Source: an optimization exercise on an open RTL-to-GDS flow (aim: small area). Production flows keep margins and buffers that such runs may drop. The RTL was checked by simulation tests, not by an equivalence proof against the original design. Power and IR drop assume default switching activity.

Design wr2_mfd, start of the top module:
module wr2_mfd #(
    parameter [63:0] P_SHORT_DELAY_US   = 64'd250,
    parameter [63:0] P_LONG_DELAY_US    = 64'd500,
    parameter [7:0]  P_HEADER_THRESHOLD = 8'd8,
    parameter [7:0]  P_SHORT_SIG        = 8'h45,
    parameter [7:0]  P_LONG_SIG         = 8'hA1,
    parameter [7:0]  P_CHK_MASK_SEED    = 8'h64,
    parameter [7:0]  P_CHK_ACC_SEED     = 8'h5E,
    parameter [7:0]  P_CHK_TAP          = 8'h18,
    parameter [7:0]  P_HUM_MAX          = 8'd100,
    parameter [7:0]  P_CRC_SEED         = 8'hC0,
    parameter [7:0]  P_CRC_POLY_REFL    = 8'h8C
) (
    input  wire        clk,
    input  wire        rst,
    input  wire        rx,
    input  wire [63:0] now_us,
    input  wire        bus_req,
    input  wire        bus_we,
    input  wire [5:0]  bus_addr,
    input  wire [2:0]  bus_size,
    input  wire [31:0] bus_wdata,
    output reg  [31:0] bus_rdata,
    output wire        bus_err,
    output wire        done
);
Size in the first run: roughly 2100 cells after synthesis, about 520 flip-flops, ~140 I/O pins, ~27000 um2 of cells after synthesis.
clock: 20.0 ns
lec_check: 0
cap_margin: 5
core_margin: 2
core_utilization: 60
cts_buf_list: sky130_fd_sc_hd__clkbuf_4
cts_cluster_diameter: 50
cts_cluster_size: 8
place_density: 0.75
slew_margin: 5
standard.sh (not shown) runs the stock make flow with config.mk's settings and CLKGATE_MAP_FILE= SYNTH_SCRIPT=/design/flow/synth_recipe.tcl, a recipe that flattens the netlist after the stock synthesis.
==> flow/flow/run.sh <==
#!/bin/bash
set -uo pipefail
export BUFFER_PORTS_ARGS="-buffer_cell sky130_fd_sc_hd__buf_1"
export CTS_ARGS="-sink_clustering_enable -repair_clock_nets -buf_list sky130_fd_sc_hd__clkbuf_4 -sink_clustering_size 8 -sink_clustering_max_diameter 50 -dont_use_dummy_load"
bash standard.sh finish > standard_flow.log 2>&1
The baseline produced a clean layout.
Edit:
CAP_MARGIN = 20   (was 5)
CORE_UTILIZATION = 40   (was 60)
PLACE_DENSITY = 0.6   (was 0.75)
SLEW_MARGIN = 20   (was 5)
Effect: The new run ran to the end with no violations. Synthesized area does not change. Hold slack degrades by 0.043 ns. Worst setup slack gets worse by 0.037 ns. Cell area goes up slightly. Sequential cell count does not change.
Edit:
--- a/flow/flow/run.sh
+++ b/flow/flow/run.sh
@@ -2,0 +3,5 @@
+here=$(pwd)
+mkdir -p "$here/scripts_abc"
+for f in "$FLOW_HOME"/scripts/*; do ln -sf "$f" "$here/scripts_abc/"; done
+rm -f "$here/scripts_abc/abc_speed.script"
+cp "$here/flow/abc_map.script" "$here/scripts_abc/abc_speed.script"
@@ -5 +10 @@
-bash standard.sh finish > standard_flow.log 2>&1
+bash standard.sh SCRIPTS_DIR="$here/scripts_abc" finish > standard_flow.log 2>&1
==> flow/flow/abc_map.script (new file) <==
&get -n
&st
&syn2
&dch
&nf
&st
&syn2
&dch
&nf
&st
&syn2
&dch
&nf
&st
&dch
&nf
&put
CORE_UTILIZATION = 60   (was 40)
PLACE_DENSITY = 0.75   (was 0.6)
Outcome: Routed wire length decreases by 2.5%; hold slack gains 0.048 ns; global-route usage increases by 11 points.
Edit:
==> flow/flow/run.sh (replaced) <==
#!/bin/bash
set -uo pipefail
export BUFFER_PORTS_ARGS="-buffer_cell sky130_fd_sc_hd__buf_1"
bash standard.sh finish > standard_flow.log 2>&1
CORE_UTILIZATION = 40   (was 60)
CTS_BUF_LIST = sky130_fd_sc_hd__clkbuf_8   (was sky130_fd_sc_hd__clkbuf_4)
CTS_CLUSTER_SIZE = 14   (was 8)
PLACE_DENSITY = 0.6   (was 0.75)
removed: flow/flow/abc_map.script
Outcome: The new run went through all stages and came out clean; design area is higher by 5.6%; worst setup slack gets better by 0.045 ns; synthesized area is higher by 2.5%; worst hold slack gets worse by 0.0042 ns.
Edit:
CTS_BUF_LIST = sky130_fd_sc_hd__clkbuf_4   (was sky130_fd_sc_hd__clkbuf_8)
CTS_CLUSTER_SIZE = 8   (was 14)
The changed run ran to the end with no violations.
Hold slack is worse by 0.0045 ns.
Global-route usage is about the same.
Clock skew decreases by 0.0059 ns.
Total power decreases by 6.8%.

* * *

red:
Starting RTL as in the previous note.
==> flow/design.v (excerpt) <==
module wr2_mfd #(
    parameter [63:0] P_SHORT_DELAY_US   = 64'd250,
    parameter [63:0] P_LONG_DELAY_US    = 64'd500,
    parameter [7:0]  P_HEADER_THRESHOLD = 8'd8,
    parameter [7:0]  P_SHORT_SIG        = 8'h45,
    parameter [7:0]  P_LONG_SIG         = 8'hA1,
    parameter [7:0]  P_CHK_MASK_SEED    = 8'h64,
    parameter [7:0]  P_CHK_ACC_SEED     = 8'h5E,
    parameter [7:0]  P_CHK_TAP          = 8'h18,
    parameter [7:0]  P_HUM_MAX          = 8'd100,
    parameter [7:0]  P_CRC_SEED         = 8'hC0,
    parameter [7:0]  P_CRC_POLY_REFL    = 8'h8C
) (
    input  wire        clk,
    input  wire        rst,
    input  wire        rx,
    input  wire [63:0] now_us,
    input  wire        bus_req,
    input  wire        bus_we,
    input  wire [5:0]  bus_addr,
    input  wire [2:0]  bus_size,
    input  wire [31:0] bus_wdata,
    output reg  [31:0] bus_rdata,
    output wire        bus_err,
    output wire        done
);
clock: 20.0 ns
lec_check: 0
cap_margin: 20
core_margin: 2
core_utilization: 60
cts_buf_list: sky130_fd_sc_hd__clkbuf_4
cts_cluster_diameter: 50
cts_cluster_size: 8
place_density: 0.75
slew_margin: 20
==> flow/flow/run.sh <==
#!/bin/bash
set -uo pipefail
here=$(pwd)
mkdir -p "$here/scripts_abc"
for f in "$FLOW_HOME"/scripts/*; do ln -sf "$f" "$here/scripts_abc/"; done
rm -f "$here/scripts_abc/abc_speed.script"
cp "$here/flow/abc_map.script" "$here/scripts_abc/abc_speed.script"
export BUFFER_PORTS_ARGS="-buffer_cell sky130_fd_sc_hd__buf_1"
export CTS_ARGS="-sink_clustering_enable -repair_clock_nets -buf_list sky130_fd_sc_hd__clkbuf_4 -sink_clustering_size 8 -sink_clustering_max_diameter 50 -dont_use_dummy_load"
bash standard.sh SCRIPTS_DIR="$here/scripts_abc" finish > standard_flow.log 2>&1
==> flow/flow/abc_map.script <==
&get -n
&st
&syn2
&dch
&nf
&st
&syn2
&dch
&nf
&st
&syn2
&dch
&nf
&st
&syn2
&dch
&nf
&st
&syn2
&dch
&nf
&st
&dch
&nf
&put
diff inputs: red => blue
==> flow/flow/abc_map.script <==
&get -n
&st
&dch
&nf
&st
&syn2
&dch
&nf
&st
&dch
&nf
&put
buffer -c
topo
stime -c
upsize -c
dnsize -c
Results
blue against red: wire length of the first global-routing pass higher; post-placement cell count higher; global-route usage over all layers lower. Die: blue bigger than red. blue completed end to end with timing, DRC and antenna clean.

## afterwards: timing with drivers on the ports
The results above use ideal ports. As a check the final layouts listed here were re-extracted and re-timed, cells and wires unchanged.
Step 1 sets driving cells, clkbuf_16 on the clock port and buf_2 on the other inputs (assumed; they add their load-dependent delay and slew).
Step 2 times the ports against the registers' clock, not the clock port: input delays grow and output delays shrink by t, the midpoint of the rising clock arrivals with the driver on.
Three values: ideal ports, drivers, drivers and shift; two values: the first two.
run | t, ns | setup WS [ns] | hold WS [ns]
the first run of note 1 | 0.873 | 1.958 / 1.958 / 1.958 | 0.421 / 0.421 / 0.421
the second run of note 1 | 0.853 | 1.921 / 1.921 / 1.921 | 0.378 / 0.378 / 0.378
the third run of note 1 | 0.852 | 1.810 / 1.810 / 1.810 | 0.425 / 0.425 / 0.425
the fourth run of note 1 | 0.734 | 1.855 / 1.855 / 1.855 | 0.421 / 0.421 / 0.421
the fifth run of note 1 | 0.887 | 1.897 / 1.897 / 1.897 | 0.416 / 0.416 / 0.416
red | 0.850 | 1.745 / 1.745 / 1.745 | 0.395 / 0.395 / 0.395
blue | 0.898 | 2.037 / 2.037 / 2.037 | 0.388 / 0.388 / 0.388
After both steps setup and hold are still met in every run listed.
